Background: an optimization exercise with open tools, aiming at small area, a short achievable clock period and few clock cycles per item. Do not read the settings as production practice. At most, simulation tests tie the RTL to the original design; equivalence was not proved. No activity file was given, so power comes from the tool's default toggle rates.

Design tfv_frontend, start of the top module:
module tfv_frontend (
    input              clk,
    input              rst,             
    input              start,           
    input              clear,           
    input      [7:0]   codec_sel,       
    input      [1:0]   transport_sel,   
    input      [31:0]  buf_len,         
    output             mem_req,
    output     [10:0]  mem_addr,
    input              mem_gnt,
    input      [7:0]   mem_rdata,
    output     [1:0]   state,           
    output     [3:0]   err_code,
    output     [7:0]   err_detail,
    output     [31:0]  err_offset,
    output     [63:0]  err_expected,
    output     [63:0]  err_actual,
    output     [15:0]  crc_result,
    output     [7:0]   rec_count,
    output     [31:0]  rec_size,
    output             dg_valid,
    output     [15:0]  dg_packet_id,
    output     [7:0]   dg_seq_id,
    output     [15:0]  dg_decl_len,
    output     [119:0] dev_id
);
    localparam [1:0] ST_IDLE = 2'd0, ST_BUSY = 2'd1, ST_OK = 2'd2, ST_ERR = 2'd3;
    localparam [3:0] E_INVALID_PARAM = 4'd1, E_TOO_SHORT = 4'd2, E_LENGTH = 4'd3,
                     E_PREAMBLE = 4'd4, E_CHECKSUM = 4'd5, E_MARKER = 4'd6,
                     E_DEVID_LEN = 4'd7, E_CODEC = 4'd8, E_REC_COUNT = 4'd9;
    localparam [2:0] K_NONE  = 3'd0,
                     K_LEN   = 3'd1,    
                     K_PRE   = 3'd2,    
                     K_CODEC = 3'd3,    
                     K_N1    = 3'd4,    
                     K_N2    = 3'd5,    
                     K_IDL   = 3'd6,    
                     K_LAST  = 3'd7;    
    reg [1:0]   st;
    reg         nerr;          
    reg         nok;           
    reg         ndg;           
    reg [7:0]   codec_r;
    reg [1:0]   tr_r;
    reg [11:0]  nx;            
    wire        dg = tr_r[0];
    reg         rq;
    reg [10:0]  ra;            
    reg         pre;           
  ...
Size in the first run: roughly 260 flip-flops, ~460 I/O pins, about 18,000 um^2 of cells after synthesis.
==> flow/config.mk <==
export PLATFORM = sky130hd
export DESIGN_NAME = tfv_frontend
export DESIGN_NICKNAME = tfv_frontend
export VERILOG_FILES = /design/flow/design.v
export SDC_FILE = /design/flow/constraint.sdc
export NUM_CORES = 4
export LEC_CHECK = 0
export CAP_MARGIN = 20
export CORE_MARGIN = 2
export CORE_UTILIZATION = 40
export SETUP_SLACK_MARGIN = 3.0
export SLEW_MARGIN = 20
==> flow/constraint.sdc <==
create_clock -name core_clock -period 6.0 [get_ports {clk}]
set_input_delay 1.2000 -clock core_clock [delete_from_list [all_inputs] [get_ports {clk}]]
set_output_delay 1.2000 -clock core_clock [all_outputs]
set_load 0.01 [all_outputs]
standard.sh (not shown) runs the stock make flow with config.mk's settings and CLKGATE_MAP_FILE= SYNTH_SCRIPT=/design/flow/synth_recipe.tcl, a recipe that flattens the netlist after the stock synthesis.
==> flow/flow/run.sh <==
#!/bin/bash
export BUFFER_PORTS_ARGS="-buffer_cell sky130_fd_sc_hd__buf_1"
bash standard.sh > standard.log 2>&1
Testbench counts at the start, summed over its fixed seeds: cycles 62,792, frames 384.
Change:
--- a/flow/design.v
+++ b/flow/design.v
@@ -55,46 +55,48 @@
     wire [143:0] sr = ~srn;
     reg [15:0]  crc;
     reg [7:0]   n1;
     reg         cm;            
     reg         nm;            
     reg [10:0]  q;
     reg [7:0]   rm;
     reg [3:0]   dcnt;
     reg         dact;
     reg         ep;            
     reg         ep2;           
+    reg         c1;            
     reg         ra11;          
     reg  [1:0]  kc;            
     reg         n2ne;          
     reg         tz;            
     reg         fin;           
     reg         cbad;          
     reg [3:0]   code;
     reg [1:0]   sub;           
     reg [1:0]   det;           
     function [15:0] crc8;
         input [15:0] c;
         input [7:0]  b;
         reg   [7:0]  t;
         reg          p;
         begin
             t    = c[7:0] ^ b;
             p    = ^t;
             crc8 = {8'h00, c[15:8]} ^ {2'b00, t, 6'd0} ^ {1'b0, t, 7'd0} ^ {p, p, 13'd0, p};
         end
     endfunction
-    wire in_codec_ok = (codec_sel == 8'h08) || (codec_sel == 8'h8E) || (codec_sel == 8'h10);
-    wire in_n_big    = (buf_len > 32'd2048);
-    wire in_short    = transport_sel[0] ? (buf_len < 32'd2) : (buf_len < 32'd8);
+    wire in_first_ok = transport_sel[0] ? (buf_len != 32'd0) : (buf_len > 32'd4);
     wire in_dg_pre   = (buf_len[11:0] >= 12'd26);
+    wire p_codec_ok  = (codec_r == 8'h08) || (codec_r == 8'h8E) || (codec_r == 8'h10);
+    wire p_n_big     = (sr[31:0] > 32'd2048);
+    wire p_short     = dg ? (sr[31:1] == 31'd0) : (sr[31:3] == 29'd0);
     wire take_start  = (st != ST_BUSY) && start && !clear;
     wire take_clear  = (st != ST_BUSY) && clear;
     wire [10:0] ra_inc = ra + 11'd1;
     reg  [10:0] ra_nx;
     reg         rq_last;
     reg  [2:0]  rk;
     always @* begin
         ra_nx   = ra_inc;
         rq_last = 1'b0;
         rk      = K_NONE;
         if (!dg) begin
@@ -272,50 +274,54 @@
                 ndg     <= 1'b1;
                 codec_r <= codec_sel;
                 tr_r    <= transport_sel;
                 nx      <= buf_len[11:0] - (transport_sel[0] ? 12'd2 : 12'd1);
                 srn[31:0] <= ~buf_len;    
                 crc     <= 16'd0;
                 cm      <= 1'b0;
                 nm      <= 1'b0;
                 fin     <= 1'b0;
                 dact    <= 1'b0;
                 q       <= buf_len[10:0] - (transport_sel[0] ? 11'd26 : 11'd15);
-                ep      <= 1'b1;
+                ep      <= 1'b0;
                 ep2     <= 1'b0;
+                c1      <= 1'b1;
                 kc      <= {1'b0, transport_sel[0]};
-                rq      <= 1'b0;
+                rq      <= in_first_ok;
+                code    <= 4'd0;
                 sub     <= 2'd0;
                 det     <= 2'd0;
-                if (!in_codec_ok) begin
-                    code <= E_INVALID_PARAM; sub <= 2'd1; det <= 2'd1;
-                end else if (transport_sel[1]) begin
-                    code <= E_INVALID_PARAM; sub <= 2'd2; det <= 2'd2;
-                end else if (in_n_big) begin
-                    code <= E_INVALID_PARAM; sub <= 2'd3; det <= 2'd3;
-                end else if (in_short) begin
-                    code <= E_TOO_SHORT;
-                end else begin
-                    code <= 4'd0;
-                    ep   <= 1'b0;
-                    rq   <= 1'b1;
-                end
                 if (!transport_sel[0]) begin
                     ra <= 11'd4; pre <= 1'b0;
                 end else if (in_dg_pre) begin
                     ra <= 11'd23; pre <= 1'b1;
                 end else begin
                     ra <= 11'd0; pre <= 1'b0;
                 end
             end
         end else begin
+            c1 <= 1'b0;
+            if (c1) begin
+                if (!p_codec_ok) begin
+                    code <= E_INVALID_PARAM; sub <= 2'd1; det <= 2'd1;
+                end else if (tr_r[1]) begin
+                    code <= E_INVALID_PARAM; sub <= 2'd2; det <= 2'd2;
+                end else if (p_n_big) begin
+                    code <= E_INVALID_PARAM; sub <= 2'd3; det <= 2'd3;
+                end else if (p_short) begin
+                    code <= E_TOO_SHORT;
+                end
+                if (!p_codec_ok || tr_r[1] || p_n_big || p_short) begin
+                    ep <= 1'b1; rq <= 1'b0;
+                end
+            end
             if (ep2) begin
                 st        <= ST_ERR;
                 nerr      <= 1'b0;
                 ra        <= off;
                 srn[64:0] <= ~{exp_v, act_v};
             end else if (ep) begin
                 ep2        <= 1'b1;
                 ra         <= nadd[10:0];
                 ra11       <= nadd[11];
                 srn[64:32] <= ~lexp;
             end else if (fin) begin
=> Via count increases slightly; worst setup slack degrades by 55 ps; power decreases by a little under a tenth; wire length increases by a few percent; design area decreases by a few percent; synthesized area is about the same; sequential cell count increases by 1.
For the second run of this note, only the layout was checked, not whether the RTL still works.

========
tfv_frontend, a different RTL version from the one above (not shown whole).
Size: roughly 270 flip-flops, roughly 17000 µm² of cells after synthesis.
clock: 6.0 ns
lec_check: 0
cap_margin: 20
core_margin: 2
core_utilization: 40
setup_slack_margin: 2.5
slew_margin: 20
run.sh (not shown) runs the stock make flow with config.mk's settings and CLKGATE_MAP_FILE= SYNTH_SCRIPT=/design/flow/synth_recipe.tcl, a recipe that flattens the netlist after the stock synthesis.
Stock flow here: none of the scripts above is used.
Change:
--- a/flow/design.v
+++ b/flow/design.v
@@ -36,15 +36,15 @@
                      K_N1    = 3'd4,    
                      K_N2    = 3'd5,    
                      K_IDL   = 3'd6,    
                      K_LAST  = 3'd7;    
     reg [1:0]   st;
     reg [7:0]   codec_r;
     reg [1:0]   tr_r;
-    reg [31:0]  n_r;
+    reg [11:0]  n_r;           
     wire        dg = tr_r[0];
     reg         rq;
     reg [10:0]  ra;
     reg         pre;           
     reg         dv;            
     reg [2:0]   dk;            
     reg         dc;            
@@ -69,15 +69,15 @@
         integer k;
         begin
             crc8 = c ^ {8'h00, b};
             for (k = 0; k < 8; k = k + 1)
                 crc8 = crc8[0] ? ((crc8 >> 1) ^ 16'hA001) : (crc8 >> 1);
         end
     endfunction
-    wire [11:0] n12  = n_r[11:0];
+    wire [11:0] n12  = n_r;
     wire [12:0] nmk  = {1'b0, n12} - (dg ? 13'd2 : 13'd12);
     wire in_codec_ok = (codec_sel == 8'h08) || (codec_sel == 8'h8E) || (codec_sel == 8'h10);
     wire in_n_big    = (buf_len > 32'd2048);
     wire in_short    = transport_sel[0] ? (buf_len < 32'd2) : (buf_len < 32'd8);
     wire in_dg_pre   = (buf_len[11:0] >= 12'd26);
     wire take_start  = (st != ST_BUSY) && start && !clear;
     wire take_clear  = (st != ST_BUSY) && clear;
@@ -186,15 +186,16 @@
                 st   <= ST_IDLE;
                 code <= 4'd0;
                 crc  <= 16'd0;
             end else if (take_start) begin
                 st      <= ST_BUSY;
                 codec_r <= codec_sel;
                 tr_r    <= transport_sel;
-                n_r     <= buf_len;
+                n_r     <= buf_len[11:0];
+                srn[31:0] <= ~buf_len;    
                 crc     <= 16'd0;
                 cm      <= 1'b0;
                 nm      <= 1'b0;
                 fin     <= 1'b0;
                 dact    <= 1'b0;
                 q       <= buf_len[10:0] - (transport_sel[0] ? 11'd26 : 11'd15);
                 ep      <= 1'b1;
@@ -308,26 +309,26 @@
     always @* begin
         off   = 11'd0;
         exp_v = 33'd0;
         act_v = 32'd0;
         case (code)
         E_INVALID_PARAM: begin
             exp_v = (sub == 2'd3) ? 33'd2048 : 33'd0;
-            act_v = (sub == 2'd1) ? {24'd0, codec_r} : (sub == 2'd2) ? {30'd0, tr_r} : n_r;
+            act_v = (sub == 2'd1) ? {24'd0, codec_r} : (sub == 2'd2) ? {30'd0, tr_r} : sr[31:0];
         end
         E_TOO_SHORT: begin
             if (sub == 2'd2) begin
                 off = pbase; exp_v = 33'd3; act_v = {30'd0, plen2};
             end else begin
                 exp_v = (sub == 2'd1) ? 33'd23 : dg ? 33'd2 : 33'd8;
-                act_v = n_r;
+                act_v = {20'd0, n_r};
             end
         end
         E_LENGTH: begin
-            off = dg ? 11'd0 : 11'd4; exp_v = sr[32:0]; act_v = n_r;
+            off = dg ? 11'd0 : 11'd4; exp_v = sr[32:0]; act_v = {20'd0, n_r};
         end
         E_PREAMBLE: begin
             act_v = sr[31:0];
         end
         E_CHECKSUM: begin
             off = n_off; exp_v = {17'd0, crc}; act_v = sr[31:0];
         end
@@ -361,10 +362,10 @@
     assign err_actual   = {32'd0, act_v};
     assign crc_result   = crc;
     assign rec_count    = ok ? n1 : 8'd0;
     assign rec_size     = ok ? {21'd0, q} : 32'd0;
     assign dg_valid     = dg_ok;
     assign dg_packet_id = dg_ok ? sr[143:128] : 16'd0;
     assign dg_seq_id    = dg_ok ? sr[127:120] : 8'd0;
-    assign dg_decl_len  = dg_ok ? {4'd0, nmk[11:0]} : 16'd0;
+    assign dg_decl_len  = dg_ok ? {5'd0, nmk[10:0]} : 16'd0;
     assign dev_id       = dg_ok ? sr[119:0] : 120'd0;
 endmodule
Final cell count drops by 2.3%.
Global-route usage climbs by 0.57 points.
Design area drops by 3.8%.
Clock-buffer cell count climbs by 2.
Hold slack gains 0.013 ns.
Sequential power drops by about 5%.
Clock power drops by about 3%.
Maximum frequency climbs by 3.3%.
Utilization drops by 0.54 points.
Worst setup slack gains 0.13 ns.
Total power drops by 3.1%.
Sequential share of layout area drops by 1.4 points.
Via count drops by 1.7%.
Synthesized area drops by 3.2%.
No run of this note included a check of the RTL's function; only the layout flow was run.

## separate check: timing with driven ports
The flow's constraints put no driver on any port. The routed layouts listed below were extracted and timed again, unchanged, in two steps.
Step 1: set_driving_cell puts a clkbuf_16 on clk and a buf_2 on each other input, an assumption about the parent block.
Step 2 times the ports against the registers' clock, not the clock port: input delays grow and output delays shrink by t, the midpoint of the rising clock arrivals with the driver on.
a / b / c = ideal ports / drivers / drivers and shift; a / b = the first two.
run | t, ns | setup slack, ns | worst hold slack (ns) | worst setup path at the end | worst slew at a driven data input, ns
the first run of note 1 | 0.645 | 2.985 / 2.985 / 2.374 | 0.450 / 0.450 / 0.450 | input to register | 0.07
the second run of note 1 | 0.651 | 2.929 / 2.921 / 2.474 | 0.450 / 0.450 / 0.450 | input to register | 0.06
the first run of note 2 | 0.644 | 1.856 / 1.802 / 1.832 | 0.431 / 0.431 / 0.431 | input to register | 0.06
the second run of note 2 | 0.637 | 1.987 / 1.931 / 1.882 | 0.444 / 0.444 / 0.444 | input to register | 0.06
After both steps setup and hold are still met in every run listed. The setup slack of the first run of note 1, which loses most, moves by 0.000 ns with the drivers and by -0.611 ns with both steps.
